Background: an optimization exercise with open tools, aiming at small area. Do not read the settings as production practice.
In this exercise RTL edits were held to simulation tests only and were not proved equivalent to the original.
Power figures rest on the tool's default switching activity, not on a simulated workload.

==> 02-10: inputs <==
## ppk_sfe
module ppk_sfe (
    input  wire        clk,
    input  wire        rst,           
    input  wire        cmd_valid,
    output wire        cmd_ready,
    input  wire [2:0]  cmd_op,
    input  wire        cmd_xvalid,
    input  wire [31:0] cmd_x,
    input  wire [31:0] cmd_word,
    output reg         ev_valid,
    output reg  [1:0]  ev_kind,       
    output wire [31:0] ev_cur,
    output wire [7:0]  ev_bits,
    output reg         done,
    output wire [13:0] res_raw_adc,
    output wire [2:0]  res_range,
    output wire [5:0]  res_counter,
    output wire [7:0]  res_digital,
    output wire [15:0] res_adc4,
    output wire [2:0]  res_rangec,
    output wire        res_yvalid,
    output wire [31:0] res_y,
    output wire [31:0] loss_count
);
==> flow/config.mk <==
export PLATFORM = sky130hd
export DESIGN_NAME = ppk_sfe
export DESIGN_NICKNAME = ppk_sfe
export VERILOG_FILES = /design/flow/design.v
export SDC_FILE = /design/flow/constraint.sdc
export NUM_CORES = 4
export LEC_CHECK = 0
export CAP_MARGIN = 20
export CORE_MARGIN = 2
export CORE_UTILIZATION = 40
export PLACE_DENSITY = 0.6
export SLEW_MARGIN = 20
==> flow/constraint.sdc <==
create_clock -name core_clock -period 11.0 [get_ports {clk}]
set_input_delay 2.2000 -clock core_clock [delete_from_list [all_inputs] [get_ports {clk}]]
set_output_delay 2.2000 -clock core_clock [all_outputs]
set_load 0.01 [all_outputs]
standard.sh (not shown) runs the stock make flow with config.mk's settings and CLKGATE_MAP_FILE= SYNTH_SCRIPT=/design/flow/synth_recipe.tcl, a recipe that flattens the netlist after the stock synthesis.
==> flow/flow/run.sh <==
#!/bin/bash
set -euo pipefail
export BUFFER_PORTS_ARGS="-buffer_cell sky130_fd_sc_hd__buf_1"
export CTS_ARGS="-sink_clustering_enable -repair_clock_nets -dont_use_dummy_load -buf_list sky130_fd_sc_hd__clkbuf_8 -sink_clustering_size 12 -sink_clustering_max_diameter 50"
bash standard.sh > standard.log 2>&1
==> 04-04 (differences from 02-10) <==
--- a/flow/design.v
+++ b/flow/design.v
@@ -25,13 +25,13 @@
     localparam [2:0] OP_DEC = 3'd0, OP_FLT = 3'd1, OP_TRK = 3'd2,
                      OP_SMP = 3'd3, OP_RSTL = 3'd4, OP_START = 3'd5;
     localparam [1:0] EV_SAMPLE = 2'd0, EV_PLACEHOLDER = 2'd1, EV_DIAG = 2'd2;
     localparam [3:0] S_IDLE  = 4'd0,  S_RSTW = 4'd1,  S_DISP = 4'd2,
                      S_FAST  = 4'd3,  S_SLOW = 4'd4,  S_YCPY = 4'd5,
                      S_TDEC  = 4'd6,  S_PUSH = 4'd7,  S_LADD = 4'd8,
-                     S_LSAT  = 4'd9,  S_PH   = 4'd10, S_SCAN = 4'd11,
+                     S_RWND  = 4'd9,  S_PH   = 4'd10, S_SCAN = 4'd11,
                      S_XFER  = 4'd12, S_END  = 4'd13;
     reg [4:0] ph;
     reg [3:0] st;
     reg       w2;                  
     wire      ph31 = (ph == 5'd31);
     wire      ph0  = (ph == 5'd0);
@@ -62,15 +62,14 @@
     reg        synced;
     reg [5:0]  E;                  
     reg [31:0] L;                  
     reg [2:0]  plen;
     reg [31:0] PC0, PC1, PC2, PC3, PC4;
     reg [7:0]  PB0, PB1, PB2, PB3, PB4;
-    reg [5:0]  PT0, PT1, PT2, PT3, PT4;
+    reg [5:0]  PT0, PT1, PT2, PT3, PT4;    
     assign loss_count = L;
-    reg [5:0]  K;                  
     reg [2:0]  j;                  
     reg [2:0]  k1;                 
     reg [2:0]  nem;                
     wire       changed = finit && (prev_range != rc);
     wire       gact    = changed || (guard != 2'd0);
     wire       hold    = gact && (rc == 3'd4) && (changed || guard[1]);
@@ -109,12 +108,13 @@
         dd <= d;
         el <= {el[9:1], e};
         if (!tsgn) dsg <= xb ^ ~pb ^ ((xb & ~pb) | (xb & cd) | (~pb & cd));
     end
     wire [5:0] missing = w_ctr - E;
     wire       c_eq    = (missing == 6'd0);
+    wire [5:0] key     = missing + {3'd0, plen};
     reg  lc, old_lt, new_lt;
     wire mbit  = (ph < 5'd6) && missing[ph[2:0]];
     wire lcin  = ph0 ? 1'b0 : lc;
     wire lsum  = L[0] ^ mbit ^ lcin;
     wire lco   = (L[0] & mbit) | (L[0] & lcin) | (mbit & lcin);
     wire kbit  = (ph < 5'd9) && (9'b111110100 >> ph[3:0]) & 1'b1;
@@ -128,13 +128,13 @@
         3'd1: pt_j = PT1;
         3'd2: pt_j = PT2;
         3'd3: pt_j = PT3;
         default: pt_j = PT4;
         endcase
     end
-    wire hit   = (j < plen) && (pt_j == K);
+    wire hit   = (j < plen) && (pt_j == E);
     wire first = (nem == 3'd0);
     wire       fin = (st == S_END) && (nem != 3'd0);    
     wire [2:0] src = fin ? k1 : j;
     reg pc_src, pb_src;
     always @* begin
         case (src)
@@ -143,36 +143,33 @@
         3'd2: begin pc_src = PC2[0]; pb_src = PB2[0]; end
         3'd3: begin pc_src = PC3[0]; pb_src = PB3[0]; end
         default: begin pc_src = PC4[0]; pb_src = PB4[0]; end
         endcase
     end
     wire xfer = (st == S_XFER) || fin;
-    wire r_top = (st == S_YCPY) ? (y_slow ? slow[0] : fast[0]) :
+    wire idle  = (st == S_IDLE);
+    wire r_top = idle ? 1'b0 :
+                 (st == S_YCPY) ? (y_slow ? slow[0] : fast[0]) :
                  xfer           ? pc_src : R[0];
-    wire d_top = (xfer && lo8) ? pb_src : D[0];
+    wire d_top = idle ? 1'b0 : (xfer && lo8) ? pb_src : D[0];
     always @(posedge clk) begin
-        if (take) begin
-            R <= cmd_x;
-            D <= cmd_word[31:24];
-        end else begin
-            R <= {r_top, R[31:1]};
-            D <= {d_top, D[7:1]};
-        end
+        R <= {r_top, R[31:1]} | ({32{take}} & cmd_x);
+        D <= {d_top, D[7:1]}  | ({8{take}} & cmd_word[31:24]);
     end
     wire fast_wr = (st == S_FAST) && w2;
     wire slow_wr = (st == S_SLOW) && w2;
     always @(posedge clk) begin
         fast <= {fast_wr ? res : fast[0], fast[31:1]};
         slow <= {slow_wr ? res : slow[0], slow[31:1]};
     end
     reg l_top;
     always @* begin
         case (st)
         S_RSTW, S_DISP: l_top = (st == S_RSTW) || (op == OP_RSTL) || (op == OP_START) ? 1'b0 : L[0];
         S_LADD:         l_top = lsum;
-        S_LSAT:         l_top = 1'b1;
+        S_PH:           l_top = L[0] | lc;    
         default:        l_top = L[0];
         endcase
     end
     always @(posedge clk) L <= {l_top, L[31:1]};
     wire swap = (st == S_XFER) && first;
     wire [4:0] pwr;
@@ -193,22 +190,32 @@
         PB3 <= {(pwr[3] && lo8) ? D[0] : PB3[0], PB3[7:1]};
         PB4 <= {(pwr[4] && lo8) ? D[0] : PB4[0], PB4[7:1]};
     end
     wire filt = ((op == OP_FLT) || (op == OP_SMP)) && xv;
     wire trk  = (op == OP_TRK) || (op == OP_SMP);
     assign res_yvalid = filt;
-    wire       ph_ev   = (st == S_PH) && (diag || (!c_eq && synced));
+    wire       ph_ev   = (st == S_PH) && (diag || !c_eq);
     wire       j_adv   = (st == S_XFER) ? ph31 : ((st == S_SCAN) && (nem != plen) && !hit);
     wire [1:0] guard_u = gact ? guard_n : guard;
+    wire e_clr = rst || (ph31 && (st == S_TDEC) && synced && c_eq && (plen != 3'd0));
+    wire e_inc = (((st == S_PH) && !diag) || (st == S_RWND)) && !c_eq    
+              || (j_adv && (j == 3'd4))                                  
+              || (ph31 && ((st == S_PUSH) || ((st == S_END) && trk && xv)));
+    always @(posedge clk) begin
+        if (e_clr)
+            E <= 6'd0;
+        else if (e_inc)
+            E <= E + 6'd1;
+    end
     always @(posedge clk) begin
         ph       <= ph + 5'd1;
         done     <= ph31 && ((st == S_END) || (st == S_PUSH));
         ev_valid <= (ph31 && (((st == S_END) && trk) || (st == S_XFER))) || ph_ev;
         ev_kind  <= (st == S_PH) ? (diag ? EV_DIAG : EV_PLACEHOLDER)
                                  : ((st == S_END && !xv) ? EV_PLACEHOLDER : EV_SAMPLE);
-        lc <= lco;
+        if (st == S_LADD) lc <= lco;    
         if (st == S_LADD) begin
             old_lt <= L[0] ? (kbit & olt_i) : (kbit | olt_i);
             new_lt <= lsum ? (kbit & nlt_i) : (kbit | nlt_i);
         end
         if (take) begin
             op    <= cmd_op;
@@ -217,32 +224,28 @@
             w_rng <= cmd_word[16:14];
             w_ctr <= cmd_word[23:18];
         end
         if (j_adv) begin
             if (j == 3'd4) begin
                 j <= 3'd0;
-                K <= K + 6'd1;
             end else begin
                 j <= j + 3'd1;
             end
         end
-        if (!rst && st == S_PH) begin
-            if (diag)
+        if (!rst && (st == S_PH || st == S_RWND)) begin
+            if (st == S_PH && diag)
                 old_lt <= 1'b0;
-            else if (!c_eq)
-                E <= E + 6'd1;
         end
         if (rst) begin
             st     <= S_RSTW;
             ph     <= 5'd0;
             finit  <= 1'b0;
             guard  <= 2'd0;
             synced <= 1'b0;
             plen   <= 3'd0;
             nem    <= 3'd0;
-            E      <= 6'd0;
             done     <= 1'b0;
             ev_valid <= 1'b0;
         end else if (ph31) begin
             case (st)
             S_IDLE: begin
                 if (cmd_valid) st <= S_DISP;
@@ -284,60 +287,58 @@
                 prev_range <= rc;
                 guard      <= guard_u;
                 st         <= trk ? S_TDEC : S_END;
             end
             S_TDEC: begin
                 if (!synced) begin
-                    old_lt <= 1'b0;
-                    st     <= S_PH;
+                    st <= S_RWND;
                 end else if (c_eq) begin
-                    j   <= 3'd0;
-                    st  <= (plen == 3'd0) ? S_END : S_SCAN;
+                    j <= 3'd0;
+                    if (plen == 3'd0) begin
+                        st <= S_END;
+                    end else begin
+                        st <= S_SCAN;
+                    end
                 end else if (plen != 3'd5) begin
                     st <= S_PUSH;
                 end else begin
                     st <= S_LADD;
                 end
             end
             S_PUSH: begin
                 case (plen)
-                3'd0: PT0 <= w_ctr;
-                3'd1: PT1 <= w_ctr;
-                3'd2: PT2 <= w_ctr;
-                3'd3: PT3 <= w_ctr;
-                default: PT4 <= w_ctr;
+                3'd0: PT0 <= key;
+                3'd1: PT1 <= key;
+                3'd2: PT2 <= key;
+                3'd3: PT3 <= key;
+                default: PT4 <= key;
                 endcase
-                if (plen == 3'd0) K <= E;
                 plen <= plen + 3'd1;
-                E    <= E + 6'd1;
                 st   <= S_IDLE;
             end
-            S_LADD: st <= lco ? S_LSAT : S_PH;
-            S_LSAT: st <= S_PH;
-            S_PH: begin
-                if (!diag && c_eq) begin
+            S_LADD: st <= S_PH;
+            S_PH, S_RWND: begin
+                if ((st == S_RWND || !diag) && c_eq) begin
                     plen   <= 3'd0;
                     synced <= 1'b1;
                     st     <= S_END;
                 end
             end
             S_SCAN: begin
                 if (nem == plen) begin
-                    plen <= 3'd0;
-                    st   <= S_END;
+                    st <= S_RWND;
                 end else if (hit) begin
                     st <= S_XFER;
                 end
             end
             S_XFER: begin
                 if (first) k1 <= j;
                 nem <= nem + 3'd1;
                 st  <= S_SCAN;
             end
             S_END: begin
-                if (trk && xv) E <= E + 6'd1;
                 nem <= 3'd0;
                 st  <= S_IDLE;
             end
             default: st <= S_IDLE;
             endcase
         end
==> flow/flow/run.sh (replaced) <==
#!/bin/bash
set -euo pipefail
export BUFFER_PORTS_ARGS="-buffer_cell sky130_fd_sc_hd__buf_1"
export CTS_ARGS="-sink_clustering_enable -repair_clock_nets -dont_use_dummy_load -buf_list sky130_fd_sc_hd__clkbuf_4 -sink_clustering_size 10 -sink_clustering_max_diameter 50"
bash standard.sh > standard.log 2>&1
==> 02-28 (differences from 02-10) <==
--- a/flow/design.v
+++ b/flow/design.v
@@ -25,13 +25,13 @@
     localparam [2:0] OP_DEC = 3'd0, OP_FLT = 3'd1, OP_TRK = 3'd2,
                      OP_SMP = 3'd3, OP_RSTL = 3'd4, OP_START = 3'd5;
     localparam [1:0] EV_SAMPLE = 2'd0, EV_PLACEHOLDER = 2'd1, EV_DIAG = 2'd2;
     localparam [3:0] S_IDLE  = 4'd0,  S_RSTW = 4'd1,  S_DISP = 4'd2,
                      S_FAST  = 4'd3,  S_SLOW = 4'd4,  S_YCPY = 4'd5,
                      S_TDEC  = 4'd6,  S_PUSH = 4'd7,  S_LADD = 4'd8,
-                     S_LSAT  = 4'd9,  S_PH   = 4'd10, S_SCAN = 4'd11,
+                     S_RWND  = 4'd9,  S_PH   = 4'd10, S_SCAN = 4'd11,
                      S_XFER  = 4'd12, S_END  = 4'd13;
     reg [4:0] ph;
     reg [3:0] st;
     reg       w2;                  
     wire      ph31 = (ph == 5'd31);
     wire      ph0  = (ph == 5'd0);
@@ -62,15 +62,14 @@
     reg        synced;
     reg [5:0]  E;                  
     reg [31:0] L;                  
     reg [2:0]  plen;
     reg [31:0] PC0, PC1, PC2, PC3, PC4;
     reg [7:0]  PB0, PB1, PB2, PB3, PB4;
-    reg [5:0]  PT0, PT1, PT2, PT3, PT4;
+    reg [5:0]  PT0, PT1, PT2, PT3, PT4;    
     assign loss_count = L;
-    reg [5:0]  K;                  
     reg [2:0]  j;                  
     reg [2:0]  k1;                 
     reg [2:0]  nem;                
     wire       changed = finit && (prev_range != rc);
     wire       gact    = changed || (guard != 2'd0);
     wire       hold    = gact && (rc == 3'd4) && (changed || guard[1]);
@@ -109,12 +108,13 @@
         dd <= d;
         el <= {el[9:1], e};
         if (!tsgn) dsg <= xb ^ ~pb ^ ((xb & ~pb) | (xb & cd) | (~pb & cd));
     end
     wire [5:0] missing = w_ctr - E;
     wire       c_eq    = (missing == 6'd0);
+    wire [5:0] key     = missing + {3'd0, plen};
     reg  lc, old_lt, new_lt;
     wire mbit  = (ph < 5'd6) && missing[ph[2:0]];
     wire lcin  = ph0 ? 1'b0 : lc;
     wire lsum  = L[0] ^ mbit ^ lcin;
     wire lco   = (L[0] & mbit) | (L[0] & lcin) | (mbit & lcin);
     wire kbit  = (ph < 5'd9) && (9'b111110100 >> ph[3:0]) & 1'b1;
@@ -128,13 +128,13 @@
         3'd1: pt_j = PT1;
         3'd2: pt_j = PT2;
         3'd3: pt_j = PT3;
         default: pt_j = PT4;
         endcase
     end
-    wire hit   = (j < plen) && (pt_j == K);
+    wire hit   = (j < plen) && (pt_j == E);
     wire first = (nem == 3'd0);
     wire       fin = (st == S_END) && (nem != 3'd0);    
     wire [2:0] src = fin ? k1 : j;
     reg pc_src, pb_src;
     always @* begin
         case (src)
@@ -143,36 +143,33 @@
         3'd2: begin pc_src = PC2[0]; pb_src = PB2[0]; end
         3'd3: begin pc_src = PC3[0]; pb_src = PB3[0]; end
         default: begin pc_src = PC4[0]; pb_src = PB4[0]; end
         endcase
     end
     wire xfer = (st == S_XFER) || fin;
-    wire r_top = (st == S_YCPY) ? (y_slow ? slow[0] : fast[0]) :
+    wire idle  = (st == S_IDLE);
+    wire r_top = idle ? 1'b0 :
+                 (st == S_YCPY) ? (y_slow ? slow[0] : fast[0]) :
                  xfer           ? pc_src : R[0];
-    wire d_top = (xfer && lo8) ? pb_src : D[0];
+    wire d_top = idle ? 1'b0 : (xfer && lo8) ? pb_src : D[0];
     always @(posedge clk) begin
-        if (take) begin
-            R <= cmd_x;
-            D <= cmd_word[31:24];
-        end else begin
-            R <= {r_top, R[31:1]};
-            D <= {d_top, D[7:1]};
-        end
+        R <= {r_top, R[31:1]} | ({32{take}} & cmd_x);
+        D <= {d_top, D[7:1]}  | ({8{take}} & cmd_word[31:24]);
     end
     wire fast_wr = (st == S_FAST) && w2;
     wire slow_wr = (st == S_SLOW) && w2;
     always @(posedge clk) begin
         fast <= {fast_wr ? res : fast[0], fast[31:1]};
         slow <= {slow_wr ? res : slow[0], slow[31:1]};
     end
     reg l_top;
     always @* begin
         case (st)
         S_RSTW, S_DISP: l_top = (st == S_RSTW) || (op == OP_RSTL) || (op == OP_START) ? 1'b0 : L[0];
         S_LADD:         l_top = lsum;
-        S_LSAT:         l_top = 1'b1;
+        S_PH:           l_top = L[0] | lc;    
         default:        l_top = L[0];
         endcase
     end
     always @(posedge clk) L <= {l_top, L[31:1]};
     wire swap = (st == S_XFER) && first;
     wire [4:0] pwr;
@@ -193,22 +190,22 @@
         PB3 <= {(pwr[3] && lo8) ? D[0] : PB3[0], PB3[7:1]};
         PB4 <= {(pwr[4] && lo8) ? D[0] : PB4[0], PB4[7:1]};
     end
     wire filt = ((op == OP_FLT) || (op == OP_SMP)) && xv;
     wire trk  = (op == OP_TRK) || (op == OP_SMP);
     assign res_yvalid = filt;
-    wire       ph_ev   = (st == S_PH) && (diag || (!c_eq && synced));
+    wire       ph_ev   = (st == S_PH) && (diag || !c_eq);
     wire       j_adv   = (st == S_XFER) ? ph31 : ((st == S_SCAN) && (nem != plen) && !hit);
     wire [1:0] guard_u = gact ? guard_n : guard;
     always @(posedge clk) begin
         ph       <= ph + 5'd1;
         done     <= ph31 && ((st == S_END) || (st == S_PUSH));
         ev_valid <= (ph31 && (((st == S_END) && trk) || (st == S_XFER))) || ph_ev;
         ev_kind  <= (st == S_PH) ? (diag ? EV_DIAG : EV_PLACEHOLDER)
                                  : ((st == S_END && !xv) ? EV_PLACEHOLDER : EV_SAMPLE);
-        lc <= lco;
+        if (st == S_LADD) lc <= lco;    
         if (st == S_LADD) begin
             old_lt <= L[0] ? (kbit & olt_i) : (kbit | olt_i);
             new_lt <= lsum ? (kbit & nlt_i) : (kbit | nlt_i);
         end
         if (take) begin
             op    <= cmd_op;
@@ -217,19 +214,19 @@
             w_rng <= cmd_word[16:14];
             w_ctr <= cmd_word[23:18];
         end
         if (j_adv) begin
             if (j == 3'd4) begin
                 j <= 3'd0;
-                K <= K + 6'd1;
+                E <= E + 6'd1;
             end else begin
                 j <= j + 3'd1;
             end
         end
-        if (!rst && st == S_PH) begin
-            if (diag)
+        if (!rst && (st == S_PH || st == S_RWND)) begin
+            if (st == S_PH && diag)
                 old_lt <= 1'b0;
             else if (!c_eq)
                 E <= E + 6'd1;
         end
         if (rst) begin
             st     <= S_RSTW;
@@ -284,49 +281,50 @@
                 prev_range <= rc;
                 guard      <= guard_u;
                 st         <= trk ? S_TDEC : S_END;
             end
             S_TDEC: begin
                 if (!synced) begin
-                    old_lt <= 1'b0;
-                    st     <= S_PH;
+                    st <= S_RWND;
                 end else if (c_eq) begin
-                    j   <= 3'd0;
-                    st  <= (plen == 3'd0) ? S_END : S_SCAN;
+                    j <= 3'd0;
+                    if (plen == 3'd0) begin
+                        st <= S_END;
+                    end else begin
+                        E  <= 6'd0;
+                        st <= S_SCAN;
+                    end
                 end else if (plen != 3'd5) begin
                     st <= S_PUSH;
                 end else begin
                     st <= S_LADD;
                 end
             end
             S_PUSH: begin
                 case (plen)
-                3'd0: PT0 <= w_ctr;
-                3'd1: PT1 <= w_ctr;
-                3'd2: PT2 <= w_ctr;
-                3'd3: PT3 <= w_ctr;
-                default: PT4 <= w_ctr;
+                3'd0: PT0 <= key;
+                3'd1: PT1 <= key;
+                3'd2: PT2 <= key;
+                3'd3: PT3 <= key;
+                default: PT4 <= key;
                 endcase
-                if (plen == 3'd0) K <= E;
                 plen <= plen + 3'd1;
                 E    <= E + 6'd1;
                 st   <= S_IDLE;
             end
-            S_LADD: st <= lco ? S_LSAT : S_PH;
-            S_LSAT: st <= S_PH;
-            S_PH: begin
-                if (!diag && c_eq) begin
+            S_LADD: st <= S_PH;
+            S_PH, S_RWND: begin
+                if ((st == S_RWND || !diag) && c_eq) begin
                     plen   <= 3'd0;
                     synced <= 1'b1;
                     st     <= S_END;
                 end
             end
             S_SCAN: begin
                 if (nem == plen) begin
-                    plen <= 3'd0;
-                    st   <= S_END;
+                    st <= S_RWND;
                 end else if (hit) begin
                     st <= S_XFER;
                 end
             end
             S_XFER: begin
                 if (first) k1 <= j;
==> flow/flow/run.sh (replaced) <==
#!/bin/bash
set -euo pipefail
export BUFFER_PORTS_ARGS="-buffer_cell sky130_fd_sc_hd__buf_1"
export CTS_ARGS="-sink_clustering_enable -repair_clock_nets -dont_use_dummy_load -buf_list sky130_fd_sc_hd__clkbuf_4 -sink_clustering_size 10 -sink_clustering_max_diameter 50"
bash standard.sh > standard.log 2>&1
==> run notes <==
- 02-10 finished clean. 02-28 completed without violations. 04-04 ran to the end with no violations.
- In 02-10 the non-clock buffer count is lower than in 04-04, by 1.
- Between 02-10 and 02-28, the lower sequential share of layout area is in 02-10 (gap 0.55 points).
- Fmax: 02-28 > 02-10 > 04-04.
- Between 02-10 and 02-28, the lower clock skew is in 02-10 (gap 0.066 ns).
- The highest cell area belongs to 02-10, the lowest to 04-04.
- Register-to-register slack, lowest first: 04-04, 02-10, 02-28.
- The highest global-route usage belongs to 02-28, the lowest to 04-04.
- Of 02-28 and 04-04, 02-28 has the higher routed wire length (gap about 2%, measured against 04-04).
- Between 04-04 and 02-28, the lower hold slack is in 02-28 (gap 0.081 ns).
- Of 02-28 and 04-04, 02-28 has the higher count of clock-buffer cells in the layout (gap 3).
- Total power: 04-04 < 02-28 < 02-10.

## re-timing with driven ports
The flow's constraints put no driver on any port. The routed layouts listed below were extracted and timed again, unchanged, in two steps.
Step 1, drivers: a clkbuf_16 drives clk and a buf_2 each remaining input, both assumed.
Step 2, shift: input delay + t, output delay - t, t = (earliest + latest rising clock arrival at the registers) / 2. This alone moves slack from input paths to output paths.
Slacks: no drivers / after step 1 / after step 2; pairs: no drivers / after step 1.
| run | t, ns | setup slack, ns | clock arrival spread, ns |
|---|---|---|---|
| 02-10 | 0.641 | 5.399 / 5.399 / 5.399 | 0.082 / 0.082 |
| 04-04 | 0.703 | 5.121 / 5.121 / 5.121 | 0.053 / 0.053 |
| 02-28 | 0.803 | 5.442 / 5.442 / 5.442 | 0.152 / 0.152 |
After both steps setup and hold are still met in every run listed.
